This design comes from an exercise in tuning for small area, a short achievable clock period and few clock cycles per item on the open sky130 flow, not from production work. Function was not checked in any run shown here: the RTL went through the layout flow alone. Power figures rest on the tool's default switching activity, not on a simulated workload.

===== flow/config.mk =====
export PLATFORM = sky130hd
export DESIGN_NAME = pe_core
export DESIGN_NICKNAME = pe_core
export VERILOG_FILES = /design/flow/design.v
export SDC_FILE = /design/flow/constraint.sdc
export NUM_CORES = 4
export LEC_CHECK = 0
export CAP_MARGIN = 20
export CORE_MARGIN = 2
export CORE_UTILIZATION = 40
export SLEW_MARGIN = 20

===== flow/constraint.sdc =====
create_clock -name core_clock -period 10.0 [get_ports {clk}]
set_input_delay 2.0000 -clock core_clock [delete_from_list [all_inputs] [get_ports {clk}]]
set_output_delay 2.0000 -clock core_clock [all_outputs]
set_load 0.01 [all_outputs]

===== flow/design.v =====
module pe_lut (
    input  wire [7:0]  idx,
    output reg  [15:0] val
);
    always @(*) begin
        case (idx)
            8'h00: val = 16'h0000;
            8'h01: val = 16'hC0C1;
            8'h02: val = 16'hC181;
            8'h03: val = 16'h0140;
            8'h04: val = 16'hC301;
            8'h05: val = 16'h03C0;
            8'h06: val = 16'h0280;
            8'h07: val = 16'hC241;
            8'h08: val = 16'hC601;
            8'h09: val = 16'h06C0;
            8'h0A: val = 16'h0780;
            8'h0B: val = 16'hC741;
            8'h0C: val = 16'h0500;
            8'h0D: val = 16'hC5C1;
            8'h0E: val = 16'hC481;
            8'h0F: val = 16'h0440;
            8'h10: val = 16'hCC01;
            8'h11: val = 16'h0CC0;
            8'h12: val = 16'h0D80;
            8'h13: val = 16'hCD41;
            8'h14: val = 16'h0F00;
            8'h15: val = 16'hCFC1;
            8'h16: val = 16'hCE81;
            8'h17: val = 16'h0E40;
            8'h18: val = 16'h0A00;
            8'h19: val = 16'hCAC1;
            8'h1A: val = 16'hCB81;
            8'h1B: val = 16'h0B40;
            8'h1C: val = 16'hC901;
            8'h1D: val = 16'h09C0;
            8'h1E: val = 16'h0880;
            8'h1F: val = 16'hC841;
            8'h20: val = 16'hD801;
            8'h21: val = 16'h18C0;
            8'h22: val = 16'h1980;
            8'h23: val = 16'hD941;
            8'h24: val = 16'h1B00;
            8'h25: val = 16'hDBC1;
            8'h26: val = 16'hDA81;
            8'h27: val = 16'h1A40;
            8'h28: val = 16'h1E00;
            8'h29: val = 16'hDEC1;
            8'h2A: val = 16'hDF81;
            8'h2B: val = 16'h1F40;
            8'h2C: val = 16'hDD01;
            8'h2D: val = 16'h1DC0;
            8'h2E: val = 16'h1C80;
            8'h2F: val = 16'hDC41;
            8'h30: val = 16'h1400;
            8'h31: val = 16'hD4C1;
            8'h32: val = 16'hD581;
            8'h33: val = 16'h1540;
            8'h34: val = 16'hD701;
            8'h35: val = 16'h17C0;
            8'h36: val = 16'h1680;
            8'h37: val = 16'hD641;
            8'h38: val = 16'hD201;
            8'h39: val = 16'h12C0;
            8'h3A: val = 16'h1380;
            8'h3B: val = 16'hD341;
            8'h3C: val = 16'h1100;
            8'h3D: val = 16'hD1C1;
            8'h3E: val = 16'hD081;
            8'h3F: val = 16'h1040;
            8'h40: val = 16'hF001;
            8'h41: val = 16'h30C0;
            8'h42: val = 16'h3180;
            8'h43: val = 16'hF141;
            8'h44: val = 16'h3300;
            8'h45: val = 16'hF3C1;
            8'h46: val = 16'hF281;
            8'h47: val = 16'h3240;
            8'h48: val = 16'h3600;
            8'h49: val = 16'hF6C1;
            8'h4A: val = 16'hF781;
            8'h4B: val = 16'h3740;
            8'h4C: val = 16'hF501;
            8'h4D: val = 16'h35C0;
            8'h4E: val = 16'h3480;
            8'h4F: val = 16'hF441;
            8'h50: val = 16'h3C00;
            8'h51: val = 16'hFCC1;
            8'h52: val = 16'hFD81;
            8'h53: val = 16'h3D40;
            8'h54: val = 16'hFF01;
            8'h55: val = 16'h3FC0;
            8'h56: val = 16'h3E80;
            8'h57: val = 16'hFE41;
            8'h58: val = 16'hFA01;
            8'h59: val = 16'h3AC0;
            8'h5A: val = 16'h3B80;
            8'h5B: val = 16'hFB41;
            8'h5C: val = 16'h3900;
            8'h5D: val = 16'hF9C1;
            8'h5E: val = 16'hF881;
            8'h5F: val = 16'h3840;
            8'h60: val = 16'h2800;
            8'h61: val = 16'hE8C1;
            8'h62: val = 16'hE981;
            8'h63: val = 16'h2940;
            8'h64: val = 16'hEB01;
            8'h65: val = 16'h2BC0;
            8'h66: val = 16'h2A80;
            8'h67: val = 16'hEA41;
            8'h68: val = 16'hEE01;
            8'h69: val = 16'h2EC0;
            8'h6A: val = 16'h2F80;
            8'h6B: val = 16'hEF41;
            8'h6C: val = 16'h2D00;
            8'h6D: val = 16'hEDC1;
            8'h6E: val = 16'hEC81;
            8'h6F: val = 16'h2C40;
            8'h70: val = 16'hE401;
            8'h71: val = 16'h24C0;
            8'h72: val = 16'h2580;
            8'h73: val = 16'hE541;
            8'h74: val = 16'h2700;
            8'h75: val = 16'hE7C1;
            8'h76: val = 16'hE681;
            8'h77: val = 16'h2640;
            8'h78: val = 16'h2200;
            8'h79: val = 16'hE2C1;
            8'h7A: val = 16'hE381;
            8'h7B: val = 16'h2340;
            8'h7C: val = 16'hE101;
            8'h7D: val = 16'h21C0;
            8'h7E: val = 16'h2080;
            8'h7F: val = 16'hE041;
            8'h80: val = 16'hA001;
            8'h81: val = 16'h60C0;
            8'h82: val = 16'h6180;
            8'h83: val = 16'hA141;
            8'h84: val = 16'h6300;
            8'h85: val = 16'hA3C1;
            8'h86: val = 16'hA281;
            8'h87: val = 16'h6240;
            8'h88: val = 16'h6600;
            8'h89: val = 16'hA6C1;
            8'h8A: val = 16'hA781;
            8'h8B: val = 16'h6740;
            8'h8C: val = 16'hA501;
            8'h8D: val = 16'h65C0;
            8'h8E: val = 16'h6480;
            8'h8F: val = 16'hA441;
            8'h90: val = 16'h6C00;
            8'h91: val = 16'hACC1;
            8'h92: val = 16'hAD81;
            8'h93: val = 16'h6D40;
            8'h94: val = 16'hAF01;
            8'h95: val = 16'h6FC0;
            8'h96: val = 16'h6E80;
            8'h97: val = 16'hAE41;
            8'h98: val = 16'hAA01;
            8'h99: val = 16'h6AC0;
            8'h9A: val = 16'h6B80;
            8'h9B: val = 16'hAB41;
            8'h9C: val = 16'h6900;
            8'h9D: val = 16'hA9C1;
            8'h9E: val = 16'hA881;
            8'h9F: val = 16'h6840;
            8'hA0: val = 16'h7800;
            8'hA1: val = 16'hB8C1;
            8'hA2: val = 16'hB981;
            8'hA3: val = 16'h7940;
            8'hA4: val = 16'hBB01;
            8'hA5: val = 16'h7BC0;
            8'hA6: val = 16'h7A80;
            8'hA7: val = 16'hBA41;
            8'hA8: val = 16'hBE01;
            8'hA9: val = 16'h7EC0;
            8'hAA: val = 16'h7F80;
            8'hAB: val = 16'hBF41;
            8'hAC: val = 16'h7D00;
            8'hAD: val = 16'hBDC1;
            8'hAE: val = 16'hBC81;
            8'hAF: val = 16'h7C40;
            8'hB0: val = 16'hB401;
            8'hB1: val = 16'h74C0;
            8'hB2: val = 16'h7580;
            8'hB3: val = 16'hB541;
            8'hB4: val = 16'h7700;
            8'hB5: val = 16'hB7C1;
            8'hB6: val = 16'hB681;
            8'hB7: val = 16'h7640;
            8'hB8: val = 16'h7200;
            8'hB9: val = 16'hB2C1;
            8'hBA: val = 16'hB381;
            8'hBB: val = 16'h7340;
            8'hBC: val = 16'hB101;
            8'hBD: val = 16'h71C0;
            8'hBE: val = 16'h7080;
            8'hBF: val = 16'hB041;
            8'hC0: val = 16'h5000;
            8'hC1: val = 16'h90C1;
            8'hC2: val = 16'h9181;
            8'hC3: val = 16'h5140;
            8'hC4: val = 16'h9301;
            8'hC5: val = 16'h53C0;
            8'hC6: val = 16'h5280;
            8'hC7: val = 16'h9241;
            8'hC8: val = 16'h9601;
            8'hC9: val = 16'h56C0;
            8'hCA: val = 16'h5780;
            8'hCB: val = 16'h9741;
            8'hCC: val = 16'h5500;
            8'hCD: val = 16'h95C1;
            8'hCE: val = 16'h9481;
            8'hCF: val = 16'h5440;
            8'hD0: val = 16'h9C01;
            8'hD1: val = 16'h5CC0;
            8'hD2: val = 16'h5D80;
            8'hD3: val = 16'h9D41;
            8'hD4: val = 16'h5F00;
            8'hD5: val = 16'h9FC1;
            8'hD6: val = 16'h9E81;
            8'hD7: val = 16'h5E40;
            8'hD8: val = 16'h5A00;
            8'hD9: val = 16'h9AC1;
            8'hDA: val = 16'h9B81;
            8'hDB: val = 16'h5B40;
            8'hDC: val = 16'h9901;
            8'hDD: val = 16'h59C0;
            8'hDE: val = 16'h5880;
            8'hDF: val = 16'h9841;
            8'hE0: val = 16'h8801;
            8'hE1: val = 16'h48C0;
            8'hE2: val = 16'h4980;
            8'hE3: val = 16'h8941;
            8'hE4: val = 16'h4B00;
            8'hE5: val = 16'h8BC1;
            8'hE6: val = 16'h8A81;
            8'hE7: val = 16'h4A40;
            8'hE8: val = 16'h4E00;
            8'hE9: val = 16'h8EC1;
            8'hEA: val = 16'h8F81;
            8'hEB: val = 16'h4F40;
            8'hEC: val = 16'h8D01;
            8'hED: val = 16'h4DC0;
            8'hEE: val = 16'h4C80;
            8'hEF: val = 16'h8C41;
            8'hF0: val = 16'h4400;
            8'hF1: val = 16'h84C1;
            8'hF2: val = 16'h8581;
            8'hF3: val = 16'h4540;
            8'hF4: val = 16'h8701;
            8'hF5: val = 16'h47C0;
            8'hF6: val = 16'h4680;
            8'hF7: val = 16'h8641;
            8'hF8: val = 16'h8201;
            8'hF9: val = 16'h42C0;
            8'hFA: val = 16'h4380;
            8'hFB: val = 16'h8341;
            8'hFC: val = 16'h4100;
            8'hFD: val = 16'h81C1;
            8'hFE: val = 16'h8081;
            8'hFF: val = 16'h4040;
            default: val = 16'h0000;
        endcase
    end
endmodule
module pe_core (
    input  wire         clk,
    input  wire         rst,         
    input  wire         start,       
    input  wire [7:0]   len,         
    output wire         busy,
    output wire         done,
    output wire [127:0] out_chars,   
    output wire         in_req,      
    output wire [7:0]   in_idx,      
    input  wire [7:0]   in_data,
    input  wire         in_ack
);
    reg         busy_q, done_q, req_q, fin_q, clr_q;
    reg [7:0]   j, len_q;
    reg [7:0]   d_q;         
    reg [3:0]   pq;          
    reg [127:0] y;           
    wire        take   = req_q & in_ack;
    wire [7:0]  j_inc  = j + 8'd1;
    wire        last   = (j_inc == len_q);
    wire        accept = start & ~busy_q;
    wire [15:0] pl, ph;
    wire [255:0] par;
    genvar g;
    generate
        for (g = 0; g < 16; g = g + 1) begin : g_nib
            assign pl[g] = ^(d_q[3:0] & g);
            assign ph[g] = ^(d_q[7:4] & g);
        end
        for (g = 0; g < 256; g = g + 1) begin : g_par
            assign par[g] = pl[g % 16] ^ ph[g / 16];
        end
    endgenerate
    reg [127:0] f;
    always @(*) begin
        case (pq)
            4'd0: f = {par[12], par[217], par[170], par[233], par[16], par[46], par[24], par[8], par[193], par[124], par[48], par[110], par[133], par[248], par[74], par[108], par[203], par[171], par[158], par[210], par[148], par[137], par[155], par[48], par[88], par[140], par[209], par[197], par[48], par[210], par[6], par[190], par[242], par[152], par[6], par[13], par[235], par[31], par[86], par[240], par[45], par[219], par[19], par[79], par[232], par[45], par[214], par[138], par[138], par[50], par[212], par[238], par[239], par[249], par[153], par[199], par[126], par[203], par[227], par[17], par[185], par[8], par[228], par[39], par[155], par[77], par[47], par[193], par[17], par[157], par[243], par[253], par[229], par[157], par[134], par[26], par[131], par[10], par[184], par[111], par[46], par[232], par[239], par[229], par[142], par[174], par[186], par[130], par[1], par[27], par[186], par[81], par[95], par[0], par[88], par[34], par[106], par[151], par[217], par[245], par[168], par[71], par[9], par[13], par[16], par[199], par[113], par[183], par[30], par[47], par[53], par[47], par[251], par[177], par[209], par[106], par[68], par[226], par[181], par[141], par[70], par[86], par[148], par[225], par[26], par[144], par[236], par[147]};
            4'd1: f = {par[182], par[156], par[105], par[106], par[116], par[63], par[234], par[242], par[6], par[154], par[254], par[210], par[133], par[62], par[21], par[100], par[147], par[206], par[240], par[178], par[126], par[108], par[163], par[240], par[115], par[183], par[145], par[90], par[75], par[188], par[187], par[29], par[123], par[213], par[45], par[31], par[238], par[123], par[210], par[214], par[15], par[48], par[130], par[232], par[114], par[96], par[111], par[37], par[186], par[36], par[133], par[115], par[253], par[86], par[6], par[122], par[56], par[174], par[72], par[141], par[82], par[57], par[134], par[254], par[172], par[63], par[134], par[9], par[57], par[244], par[50], par[125], par[50], par[124], par[30], par[103], par[124], par[253], par[32], par[8], par[30], par[177], par[198], par[174], par[95], par[30], par[151], par[240], par[142], par[142], par[107], par[220], par[21], par[75], par[155], par[147], par[100], par[131], par[169], par[119], par[102], par[8], par[89], par[124], par[222], par[91], par[47], par[238], par[80], par[41], par[92], par[19], par[75], par[73], par[173], par[192], par[51], par[159], par[210], par[249], par[168], par[169], par[254], par[148], par[24], par[89], par[146], par[175]};
            4'd2: f = {par[27], par[160], par[108], par[38], par[199], par[54], par[156], par[38], par[142], par[238], par[84], par[198], par[79], par[164], par[33], par[125], par[52], par[40], par[233], par[179], par[224], par[2], par[17], par[88], par[221], par[149], par[207], par[158], par[108], par[142], par[103], par[142], par[21], par[123], par[183], par[220], par[197], par[115], par[1], par[173], par[16], par[168], par[213], par[193], par[197], par[187], par[181], par[135], par[104], par[102], par[22], par[41], par[118], par[27], par[127], par[108], par[164], par[0], par[205], par[93], par[10], par[9], par[203], par[76], par[217], par[164], par[8], par[200], par[242], par[76], par[144], par[211], par[245], par[69], par[128], par[11], par[139], par[2], par[159], par[146], par[238], par[248], par[112], par[230], par[239], par[223], par[194], par[203], par[130], par[50], par[155], par[104], par[50], par[83], par[235], par[112], par[20], par[130], par[224], par[40], par[6], par[204], par[64], par[127], par[231], par[158], par[79], par[89], par[145], par[196], par[106], par[251], par[66], par[227], par[241], par[116], par[206], par[40], par[66], par[102], par[27], par[14], par[131], par[113], par[47], par[151], par[223], par[102]};
            4'd3: f = {par[176], par[162], par[190], par[156], par[68], par[209], par[125], par[210], par[140], par[52], par[157], par[198], par[242], par[120], par[65], par[221], par[138], par[83], par[204], par[191], par[77], par[199], par[224], par[184], par[224], par[82], par[251], par[236], par[133], par[87], par[56], par[200], par[38], par[213], par[43], par[133], par[104], par[45], par[187], par[137], par[255], par[245], par[227], par[98], par[105], par[40], par[35], par[60], par[96], par[68], par[181], par[161], par[114], par[45], par[153], par[112], par[168], par[49], par[47], par[188], par[78], par[154], par[97], par[198], par[114], par[29], par[180], par[229], par[185], par[108], par[233], par[177], par[2], par[25], par[138], par[227], par[83], par[120], par[172], par[185], par[28], par[229], par[201], par[187], par[95], par[91], par[118], par[241], par[21], par[59], par[154], par[226], par[4], par[141], par[186], par[109], par[32], par[214], par[13], par[142], par[43], par[98], par[152], par[41], par[187], par[44], par[98], par[218], par[154], par[114], par[106], par[32], par[187], par[43], par[244], par[77], par[97], par[1], par[127], par[53], par[15], par[10], par[96], par[132], par[167], par[225], par[48], par[148]};
            4'd4: f = {par[198], par[40], par[53], par[242], par[149], par[85], par[255], par[47], par[92], par[207], par[184], par[27], par[106], par[103], par[88], par[163], par[244], par[224], par[63], par[156], par[255], par[4], par[195], par[15], par[228], par[142], par[247], par[60], par[141], par[252], par[206], par[158], par[103], par[232], par[178], par[229], par[62], par[254], par[221], par[56], par[14], par[24], par[98], par[123], par[214], par[231], par[44], par[239], par[92], par[209], par[26], par[7], par[223], par[39], par[241], par[127], par[191], par[103], par[139], par[172], par[137], par[110], par[147], par[109], par[59], par[83], par[219], par[73], par[159], par[179], par[89], par[86], par[30], par[50], par[238], par[231], par[107], par[245], par[73], par[212], par[181], par[184], par[148], par[53], par[69], par[107], par[163], par[188], par[43], par[158], par[194], par[172], par[99], par[106], par[30], par[174], par[160], par[48], par[232], par[199], par[211], par[42], par[129], par[211], par[132], par[198], par[73], par[25], par[106], par[82], par[28], par[34], par[136], par[46], par[40], par[162], par[56], par[101], par[99], par[169], par[229], par[107], par[204], par[224], par[101], par[31], par[162], par[193]};
            4'd5: f = {par[105], par[87], par[159], par[17], par[237], par[213], par[191], par[173], par[255], par[209], par[89], par[131], par[158], par[229], par[106], par[128], par[180], par[208], par[1], par[6], par[115], par[44], par[67], par[51], par[169], par[177], par[64], par[67], par[130], par[218], par[152], par[151], par[76], par[205], par[58], par[76], par[183], par[6], par[89], par[208], par[106], par[92], par[72], par[84], par[91], par[37], par[23], par[140], par[137], par[225], par[195], par[236], par[167], par[199], par[110], par[106], par[175], par[145], par[170], par[158], par[139], par[59], par[32], par[185], par[209], par[93], par[130], par[9], par[240], par[187], par[105], par[87], par[47], par[56], par[136], par[26], par[152], par[139], par[109], par[118], par[220], par[222], par[164], par[245], par[49], par[3], par[80], par[166], par[183], par[28], par[99], par[169], par[235], par[166], par[232], par[172], par[71], par[87], par[253], par[81], par[117], par[66], par[189], par[249], par[12], par[208], par[45], par[18], par[162], par[13], par[149], par[22], par[128], par[24], par[123], par[12], par[36], par[28], par[183], par[143], par[106], par[26], par[27], par[201], par[1], par[184], par[36], par[208]};
            4'd6: f = {par[80], par[27], par[180], par[53], par[202], par[207], par[190], par[53], par[94], par[252], par[47], par[161], par[87], par[83], par[78], par[221], par[95], par[198], par[97], par[85], par[132], par[160], par[200], par[25], par[113], par[20], par[138], par[109], par[238], par[226], par[107], par[189], par[198], par[127], par[133], par[41], par[221], par[3], par[229], par[93], par[162], par[158], par[100], par[250], par[39], par[102], par[79], par[32], par[110], par[77], par[41], par[142], par[73], par[74], par[195], par[30], par[224], par[246], par[151], par[153], par[117], par[30], par[85], par[131], par[198], par[42], par[110], par[89], par[234], par[0], par[57], par[181], par[111], par[176], par[68], par[185], par[25], par[47], par[145], par[56], par[228], par[180], par[207], par[122], par[167], par[124], par[24], par[74], par[54], par[86], par[154], par[168], par[173], par[2], par[15], par[97], par[161], par[71], par[194], par[51], par[54], par[43], par[33], par[80], par[172], par[221], par[71], par[121], par[107], par[234], par[80], par[26], par[100], par[232], par[1], par[89], par[19], par[60], par[233], par[100], par[144], par[30], par[246], par[83], par[177], par[240], par[94], par[66]};
            4'd7: f = {par[217], par[102], par[113], par[127], par[210], par[51], par[101], par[151], par[10], par[120], par[121], par[12], par[172], par[188], par[179], par[249], par[163], par[182], par[205], par[254], par[171], par[108], par[131], par[32], par[155], par[166], par[212], par[52], par[42], par[1], par[156], par[40], par[70], par[170], par[155], par[99], par[70], par[124], par[14], par[117], par[205], par[68], par[152], par[214], par[247], par[119], par[88], par[181], par[126], par[104], par[184], par[169], par[84], par[211], par[28], par[67], par[179], par[64], par[26], par[216], par[220], par[198], par[190], par[181], par[85], par[39], par[186], par[85], par[198], par[106], par[215], par[21], par[27], par[106], par[16], par[81], par[135], par[200], par[249], par[117], par[118], par[234], par[154], par[231], par[242], par[191], par[103], par[172], par[226], par[172], par[148], par[210], par[233], par[117], par[99], par[111], par[111], par[63], par[112], par[241], par[134], par[78], par[0], par[244], par[4], par[13], par[30], par[59], par[165], par[219], par[213], par[149], par[233], par[187], par[145], par[188], par[157], par[19], par[56], par[128], par[63], par[243], par[94], par[59], par[172], par[128], par[238], par[34]};
            4'd8: f = {par[10], par[170], par[150], par[137], par[48], par[43], par[70], par[213], par[171], par[75], par[16], par[188], par[83], par[115], par[150], par[50], par[77], par[187], par[110], par[198], par[81], par[237], par[0], par[234], par[44], par[92], par[245], par[192], par[145], par[48], par[102], par[138], par[12], par[52], par[50], par[70], par[68], par[49], par[168], par[181], par[73], par[215], par[210], par[120], par[144], par[186], par[117], par[176], par[62], par[104], par[45], par[87], par[171], par[46], par[201], par[100], par[180], par[236], par[175], par[32], par[56], par[209], par[25], par[35], par[170], par[0], par[156], par[7], par[216], par[56], par[163], par[105], par[165], par[60], par[123], par[92], par[238], par[18], par[119], par[209], par[182], par[55], par[20], par[155], par[213], par[58], par[105], par[211], par[75], par[44], par[229], par[30], par[137], par[169], par[193], par[38], par[114], par[254], par[240], par[77], par[40], par[136], par[45], par[37], par[156], par[211], par[113], par[123], par[116], par[179], par[56], par[220], par[193], par[84], par[144], par[203], par[194], par[68], par[122], par[220], par[202], par[191], par[28], par[202], par[79], par[163], par[11], par[85]};
            4'd9: f = {par[98], par[172], par[24], par[173], par[214], par[214], par[191], par[144], par[52], par[142], par[228], par[160], par[99], par[53], par[47], par[44], par[37], par[230], par[25], par[161], par[29], par[25], par[96], par[175], par[38], par[185], par[50], par[60], par[189], par[198], par[244], par[174], par[83], par[115], par[103], par[192], par[225], par[136], par[230], par[203], par[107], par[201], par[175], par[235], par[51], par[97], par[247], par[127], par[139], par[16], par[50], par[222], par[196], par[161], par[140], par[36], par[233], par[186], par[113], par[2], par[245], par[19], par[79], par[51], par[173], par[64], par[228], par[167], par[158], par[111], par[208], par[72], par[139], par[186], par[25], par[96], par[165], par[149], par[69], par[5], par[157], par[122], par[92], par[63], par[204], par[178], par[130], par[62], par[140], par[246], par[130], par[244], par[6], par[86], par[52], par[46], par[37], par[249], par[248], par[239], par[59], par[77], par[65], par[163], par[172], par[227], par[82], par[6], par[241], par[61], par[230], par[145], par[60], par[98], par[251], par[137], par[142], par[89], par[167], par[74], par[200], par[184], par[57], par[90], par[90], par[203], par[176], par[219]};
            4'd10: f = {par[22], par[103], par[190], par[159], par[161], par[251], par[118], par[180], par[210], par[212], par[84], par[24], par[164], par[59], par[80], par[178], par[19], par[126], par[54], par[78], par[183], par[230], par[119], par[148], par[24], par[198], par[233], par[84], par[244], par[226], par[120], par[170], par[6], par[145], par[188], par[172], par[187], par[167], par[149], par[86], par[3], par[69], par[143], par[237], par[226], par[255], par[76], par[210], par[41], par[59], par[192], par[58], par[96], par[10], par[236], par[58], par[120], par[40], par[33], par[148], par[162], par[17], par[42], par[40], par[174], par[11], par[96], par[100], par[12], par[185], par[31], par[220], par[162], par[91], par[46], par[93], par[185], par[239], par[10], par[1], par[69], par[158], par[80], par[75], par[61], par[224], par[111], par[127], par[69], par[199], par[17], par[171], par[46], par[66], par[7], par[161], par[166], par[84], par[246], par[26], par[11], par[119], par[5], par[58], par[204], par[115], par[136], par[97], par[164], par[180], par[85], par[78], par[177], par[73], par[152], par[141], par[61], par[234], par[168], par[246], par[103], par[45], par[89], par[184], par[131], par[184], par[172], par[167]};
            4'd11: f = {par[214], par[228], par[255], par[22], par[160], par[137], par[80], par[194], par[20], par[170], par[228], par[223], par[22], par[215], par[122], par[161], par[140], par[236], par[8], par[31], par[86], par[110], par[152], par[140], par[220], par[111], par[204], par[194], par[89], par[70], par[58], par[195], par[83], par[92], par[250], par[180], par[147], par[96], par[237], par[140], par[68], par[174], par[240], par[162], par[203], par[126], par[254], par[223], par[173], par[132], par[132], par[237], par[37], par[173], par[193], par[236], par[217], par[140], par[60], par[10], par[63], par[184], par[58], par[59], par[15], par[233], par[120], par[19], par[34], par[93], par[122], par[2], par[198], par[247], par[165], par[66], par[134], par[84], par[198], par[72], par[135], par[19], par[144], par[234], par[212], par[163], par[2], par[188], par[112], par[63], par[175], par[123], par[216], par[57], par[171], par[9], par[135], par[115], par[102], par[141], par[220], par[96], par[117], par[213], par[224], par[251], par[210], par[19], par[7], par[49], par[247], par[24], par[202], par[156], par[109], par[162], par[204], par[75], par[22], par[188], par[185], par[216], par[218], par[175], par[110], par[37], par[165], par[177]};
            4'd12: f = {par[110], par[247], par[203], par[2], par[133], par[237], par[207], par[136], par[3], par[185], par[152], par[98], par[166], par[127], par[2], par[228], par[182], par[254], par[185], par[192], par[148], par[83], par[86], par[44], par[81], par[105], par[167], par[194], par[40], par[79], par[107], par[221], par[215], par[8], par[156], par[91], par[7], par[11], par[230], par[120], par[197], par[40], par[60], par[71], par[190], par[79], par[67], par[81], par[159], par[42], par[189], par[154], par[49], par[189], par[93], par[58], par[166], par[241], par[254], par[186], par[127], par[19], par[21], par[19], par[125], par[182], par[207], par[82], par[188], par[24], par[155], par[213], par[28], par[76], par[54], par[146], par[68], par[40], par[22], par[50], par[51], par[167], par[79], par[197], par[51], par[251], par[148], par[254], par[70], par[61], par[166], par[194], par[44], par[120], par[126], par[137], par[108], par[43], par[230], par[148], par[176], par[44], par[47], par[101], par[178], par[149], par[232], par[80], par[149], par[165], par[251], par[72], par[30], par[178], par[132], par[124], par[131], par[91], par[166], par[77], par[236], par[158], par[30], par[199], par[160], par[39], par[31], par[84]};
            4'd13: f = {par[12], par[131], par[204], par[30], par[11], par[41], par[195], par[235], par[183], par[2], par[228], par[155], par[38], par[95], par[62], par[218], par[51], par[14], par[177], par[233], par[228], par[221], par[57], par[116], par[193], par[0], par[244], par[229], par[62], par[131], par[58], par[70], par[175], par[106], par[141], par[122], par[253], par[226], par[151], par[212], par[156], par[81], par[203], par[244], par[77], par[201], par[151], par[112], par[186], par[163], par[146], par[103], par[125], par[167], par[36], par[101], par[188], par[3], par[200], par[215], par[162], par[22], par[87], par[52], par[252], par[131], par[2], par[200], par[8], par[197], par[250], par[139], par[127], par[20], par[27], par[241], par[18], par[255], par[67], par[38], par[196], par[27], par[20], par[68], par[221], par[120], par[201], par[131], par[43], par[32], par[175], par[30], par[216], par[91], par[46], par[119], par[135], par[1], par[251], par[89], par[95], par[20], par[233], par[155], par[245], par[134], par[176], par[115], par[33], par[187], par[155], par[83], par[77], par[188], par[185], par[42], par[77], par[237], par[34], par[216], par[99], par[131], par[0], par[244], par[188], par[50], par[167], par[5]};
            4'd14: f = {par[160], par[46], par[128], par[73], par[202], par[140], par[62], par[109], par[200], par[16], par[159], par[218], par[116], par[180], par[43], par[219], par[99], par[12], par[0], par[137], par[225], par[171], par[227], par[29], par[74], par[197], par[17], par[55], par[75], par[62], par[68], par[53], par[53], par[101], par[37], par[205], par[27], par[131], par[118], par[128], par[33], par[207], par[141], par[147], par[27], par[194], par[218], par[218], par[190], par[236], par[190], par[227], par[37], par[84], par[213], par[35], par[204], par[71], par[53], par[53], par[162], par[152], par[196], par[253], par[179], par[251], par[25], par[66], par[191], par[138], par[163], par[220], par[206], par[226], par[122], par[105], par[18], par[183], par[126], par[189], par[133], par[97], par[8], par[117], par[199], par[65], par[30], par[248], par[26], par[154], par[203], par[56], par[9], par[122], par[18], par[235], par[34], par[18], par[59], par[156], par[112], par[61], par[176], par[91], par[103], par[175], par[181], par[42], par[130], par[155], par[101], par[26], par[63], par[68], par[10], par[240], par[173], par[251], par[190], par[61], par[99], par[32], par[118], par[68], par[239], par[172], par[21], par[140]};
            4'd15: f = {par[145], par[238], par[125], par[4], par[68], par[31], par[86], par[238], par[244], par[60], par[152], par[48], par[105], par[231], par[131], par[119], par[174], par[27], par[95], par[116], par[164], par[203], par[167], par[80], par[88], par[225], par[189], par[9], par[204], par[146], par[1], par[171], par[10], par[117], par[77], par[27], par[140], par[55], par[174], par[24], par[196], par[234], par[185], par[22], par[176], par[179], par[184], par[225], par[44], par[55], par[201], par[248], par[45], par[251], par[121], par[87], par[217], par[149], par[80], par[128], par[1], par[190], par[153], par[104], par[30], par[222], par[72], par[168], par[93], par[56], par[174], par[251], par[7], par[162], par[217], par[86], par[148], par[144], par[158], par[160], par[1], par[137], par[29], par[176], par[211], par[76], par[108], par[74], par[25], par[93], par[111], par[56], par[48], par[201], par[129], par[247], par[247], par[2], par[26], par[9], par[217], par[92], par[9], par[168], par[27], par[66], par[90], par[42], par[165], par[136], par[195], par[5], par[220], par[201], par[244], par[250], par[5], par[198], par[49], par[3], par[235], par[66], par[250], par[16], par[51], par[89], par[164], par[152]};
            default: f = 128'd0;
        endcase
    end
    localparam [127:0] C = 128'h9f12cb5224f91487a2253875f4f197fd;
    localparam [127:0] MC = 128'h6a624b52637962696b63647574716a70;    
    always @(posedge clk) begin
        if (rst) begin
            busy_q <= 1'b0;
            done_q <= 1'b0;
            req_q  <= 1'b0;
            fin_q  <= 1'b0;
            clr_q  <= 1'b0;
        end else begin
            clr_q <= 1'b0;
            if (accept) begin
                busy_q <= 1'b1;
                done_q <= 1'b0;
                req_q  <= (len != 8'd0);
                fin_q  <= (len == 8'd0);
                clr_q  <= 1'b1;
            end
            if (take && last) begin
                req_q <= 1'b0;
                fin_q <= 1'b1;
            end
            if (fin_q) begin
                fin_q  <= 1'b0;
                busy_q <= 1'b0;
                done_q <= 1'b1;
            end
        end
    end
    always @(posedge clk) begin
        if (accept) begin
            len_q <= len;
            j     <= 8'd0;
        end else if (take) begin
            j <= j_inc;
        end
        if (take)
            pq <= j[3:0];
        d_q <= take ? in_data : 8'd0;
        if (clr_q)
            y <= fin_q ? MC : C;
        else if (fin_q)
            y <= map_all(y ^ f);
        else
            y <= y ^ f;
    end
    function [7:0] map_char;
        input [7:0] b;
        reg   [6:0] lower;
        begin
            lower = b[6:0];
            if ((lower >= 7'h41 && lower <= 7'h5A) || (lower >= 7'h61 && lower <= 7'h7A))
                map_char = {1'b0, lower};
            else
                map_char = {4'h0, b[7:4]} + 8'h61;
        end
    endfunction
    function [127:0] map_all;
        input [127:0] v;
        integer q;
        begin
            for (q = 0; q < 16; q = q + 1)
                map_all[8*q +: 8] = map_char(v[8*q +: 8]);
        end
    endfunction
    assign busy   = busy_q;
    assign done   = done_q;
    assign in_req = req_q;
    assign in_idx = j;
    generate
        for (g = 0; g < 16; g = g + 1) begin : g_out
            assign out_chars[8*g +: 8] = y[8*g +: 8];
        end
    endgenerate
endmodule

===== flow/run.sh =====
#!/bin/bash
# synth_recipe.tcl (not shown) runs the flow's synth.tcl, then flattens the netlist and writes it again
# the make line also repeats each setting of config.mk as NAME=value (left out here)
make -C /OpenROAD-flow-scripts/flow DESIGN_CONFIG=/design/flow/config.mk WORK_HOME=/design/flow/orfs CLKGATE_MAP_FILE= SYNTH_SCRIPT=/design/flow/synth_recipe.tcl finish

==> qor.yml, run 1 <==
run_status:
  status: "stopped before the end"
  stop_stage: "global routing"
  firstError: "[ERROR GRT-0116] Global routing finished with congestion. Check the congestion regions in the DRC Viewer."
yosys:
  yosys_warnings: 1
  ys_seq_elements: 161
  synth_nets: 3500
  syn-cell-area_um2: 26300
  postSynth.asyncResetShare_pct: 0
  synthTopCellsByCount: "nor2_1 (321), xnor2_1 (307), o22ai_1 (291), clkbuf_1 (190), nand2_1 (173)"
  synthCells: 3463
  yosys.area.top_type_share_pct: 11.3
  netlist_top_cells_area: "dfxtp_1 (11%), xnor2_1 (10%), o22ai_1 (6.9%)"
  yosys.area.top_type: "dfxtp_1"
  synth.yosys.seq_area_share_pct: 12.7
  synth_cell_types: 101
  synth_edf_count: 12
  synth.most_common_cell: "nor2_1"
  ys.flop_type: "dfxtp_1"
  syn-mean-instance-area_um2: 7.60
place:
  io_buffers: 158
  gp_congestion: 1.28
  dp_hpwl_um: 175000
grt:
  grt_pass1_wl_um: 364000
  overflow: 4
  grtUsageTotal_pct: 78.0
  grt_max_degree: 82
  first_global_vias: 39400
floorplan:
  start_util_pct: 40.2
  die_w_um: 261
  num_io_pins: 159
  rows: 94
  die_y_um: 261
clock_tree:
  hold_buffers: 0
  cts_max_level: 4
  cts_root_buf: "clkbuf_16"
  cts.sinks: 161
  cts-resized-gates: 0
  cts_made_buffers: 17
  postCtsSetupRepairBufs: 0
  cts_max_path_buffers: 2
[power groups by stage]
stage / clock, mW / combinational [mW] / sequential (mW)
after floorplan: 0 / 2.00 / 1.20
after global placement: 0 / 3.88 / 1.17
after detailed placement: 0 / 3.92 / 1.17
after CTS: 0.709 / 3.97 / 1.16
[how the worst max path moves through the flow]
stage | start | to
floorplan | pq[0]$_DFFE_PP_ | y[106]$_SDFF_PP0_
global placement | d_q[5]$_SDFF_PN0_ | y[33]$_SDFF_PP0_
detailed placement | d_q[5]$_SDFF_PN0_ | y[33]$_SDFF_PP0_
CTS | d_q[5]$_SDFF_PN0_ | y[33]$_SDFF_PP0_
[per-stage QoR]
step / util, % / total power [mW] / instance area, um^2 / setup slack (ps) / instances
global placement: 45.8 / 5.05 / 30000 / 3930 / 4332
floorplan: - / 3.20 / 26300 / 5930 / 3463
detailed placement: 45.9 / 5.09 / 30000 / 3890 / 4332
CTS: 46.8 / 5.84 / 30600 / 3850 / 4364
[metal layers]
metal,overflow,global-route usage [%]
met1,0,80.9
met2,0,88.4
met3,0,69.0
met4,4,68.5
met5,0,51.7
[cell families after synthesis]
group           synth area share (%)
simple gates                    17.4
flops                           12.7
mux                             1.61
fa+ha+maj                      0.808
compound gates                  37.8
xor+xnor                        22.0
buf+inv                         7.69
==> inputs of run 2 (changes only) <==
==> flow/flow/run.sh (new file) <==
#!/bin/bash
# Own flow: the standard layout, with repair_timing aiming well below the
# 10 ns clock so that the achieved period is pushed down (SDC unchanged).
set -euo pipefail
MARGIN=${MARGIN:-6.7}
bash standard.sh SETUP_SLACK_MARGIN=$MARGIN finish > standard_flow.log 2>&1
==> flow/standard.sh (new file) <==
#!/bin/bash
# synth_recipe.tcl (not shown) runs the flow's synth.tcl, then flattens the netlist and writes it again
# the make line also repeats each setting of config.mk as NAME=value (left out here)
make -C /OpenROAD-flow-scripts/flow DESIGN_CONFIG=/design/flow/config.mk WORK_HOME=/design/flow/orfs CLKGATE_MAP_FILE= SYNTH_SCRIPT=/design/flow/synth_recipe.tcl "${@:-finish}"
--- a/flow/config.mk
+++ b/flow/config.mk
@@ -9,3 +9,3 @@
 export CORE_MARGIN = 2
-export CORE_UTILIZATION = 40
+export CORE_UTILIZATION = 20
 export SLEW_MARGIN = 20
removed: flow/run.sh
==> run 2 against run 1 <==
Against the previous run: synthesized area unchanged; synthesized cell count unchanged; the flow again stops in global routing.
==> qor.yml, run 2 <==
yosys:
  syn-cell-area_um2: 26300
  synth.yosys.seq_area_share_pct: 12.7
  syn-mean-instance-area_um2: 7.60
  yosys_warnings: 1
  netlist_top_cells_area: "dfxtp_1 (11%), xnor2_1 (10%), o22ai_1 (6.9%)"
  synth_edf_count: 12
  synth.most_common_cell: "nor2_1"
  postSynth.asyncResetShare_pct: 0
  yosys.area.top_type: "dfxtp_1"
  yosys.area.top_type_share_pct: 11.3
  synthCells: 3463
  synth_cell_types: 101
  synthTopCellsByCount: "nor2_1 (321), xnor2_1 (307), o22ai_1 (291), clkbuf_1 (190), nand2_1 (173)"
  ys.flop_type: "dfxtp_1"
  ys_seq_elements: 161
  synth_nets: 3500
place:
  place_ws_ps: 3810
  dpl_cell_area_um2: 32200
  gp_congestion: 1.15
  io_buffers: 158
  dp_hpwl_um: 202000
  dp.cells: 5241
floorplan:
  die_y_um: 367
  num_io_pins: 159
  rows: 133
  die_w_um: 367
  start_util_pct: 20.1
grt:
  grt_max_degree: 78
  grtUsageTotal_pct: 55.6
  overflow: 2
run_status:
  firstError: "[ERROR GRT-0232] Routing congestion too high. Check the congestion heatmap in the GUI."
  stop_stage: "global routing"
  status: "stopped before the end"
clock_tree:
  cts.sinks: 161
  cts_made_buffers: 17
  cts_max_level: 4
  cts_max_path_buffers: 2
  cts_root_buf: "clkbuf_16"
[run 2: cell counts after synthesis]
No cell type changed its count.
[run 2: worst max path at each step]
| stage | to | slack (ps) |
|---|---|---|
| 4_1_cts | y[96]$_SDFF_PP0_ | 5760 |
| 3_3_place_gp | y[82]$_SDFF_PP0_ | 3750 |
| 2_1_floorplan | y[106]$_SDFF_PP0_ | 6370 |
| 3_5_place_dp | y[96]$_SDFF_PP0_ | 3810 |
[run 2: through the flow]
step | utilization, % | hold WS, ps
2_1_floorplan | - | 515
3_3_place_gp | 24.5 | 479
3_5_place_dp | 24.6 | 501
4_1_cts | 36.1 | 490
[run 2: cells by family after synthesis]
| group | share of synthesized area [%] |
|---|---|
| XOR/XNOR | 22.0 |
| buffers and inverters | 7.69 |
| flip-flops | 12.7 |
| adder cells (fa/ha/maj) | 0.808 |
| multiplexers | 1.61 |
| AO/OA/AOI/OAI | 37.8 |
| AND/OR/NAND/NOR | 17.4 |
[run 2: routing by layer]
metal,overflow,global-route usage [%]
met5,0,38.9
met1,0,54.4
met3,0,49.3
met2,0,64.7
met4,2,53.3
[run 2: what timing repair did]
item / in CTS
gates resized for setup: 1473
setup buffers: 563
setup endpoints to repair: 269
gates cloned: 93
pin swaps: 250
hold buffers: 0
[run 2: power by group through the flow]
stage	Clock [mW]	Combinational, mW	Sequential (mW)
CTS	0.744	5.46	1.26
global placement	0	4.25	1.21
detailed placement	0	4.21	1.21
floorplan	0	2.13	1.21
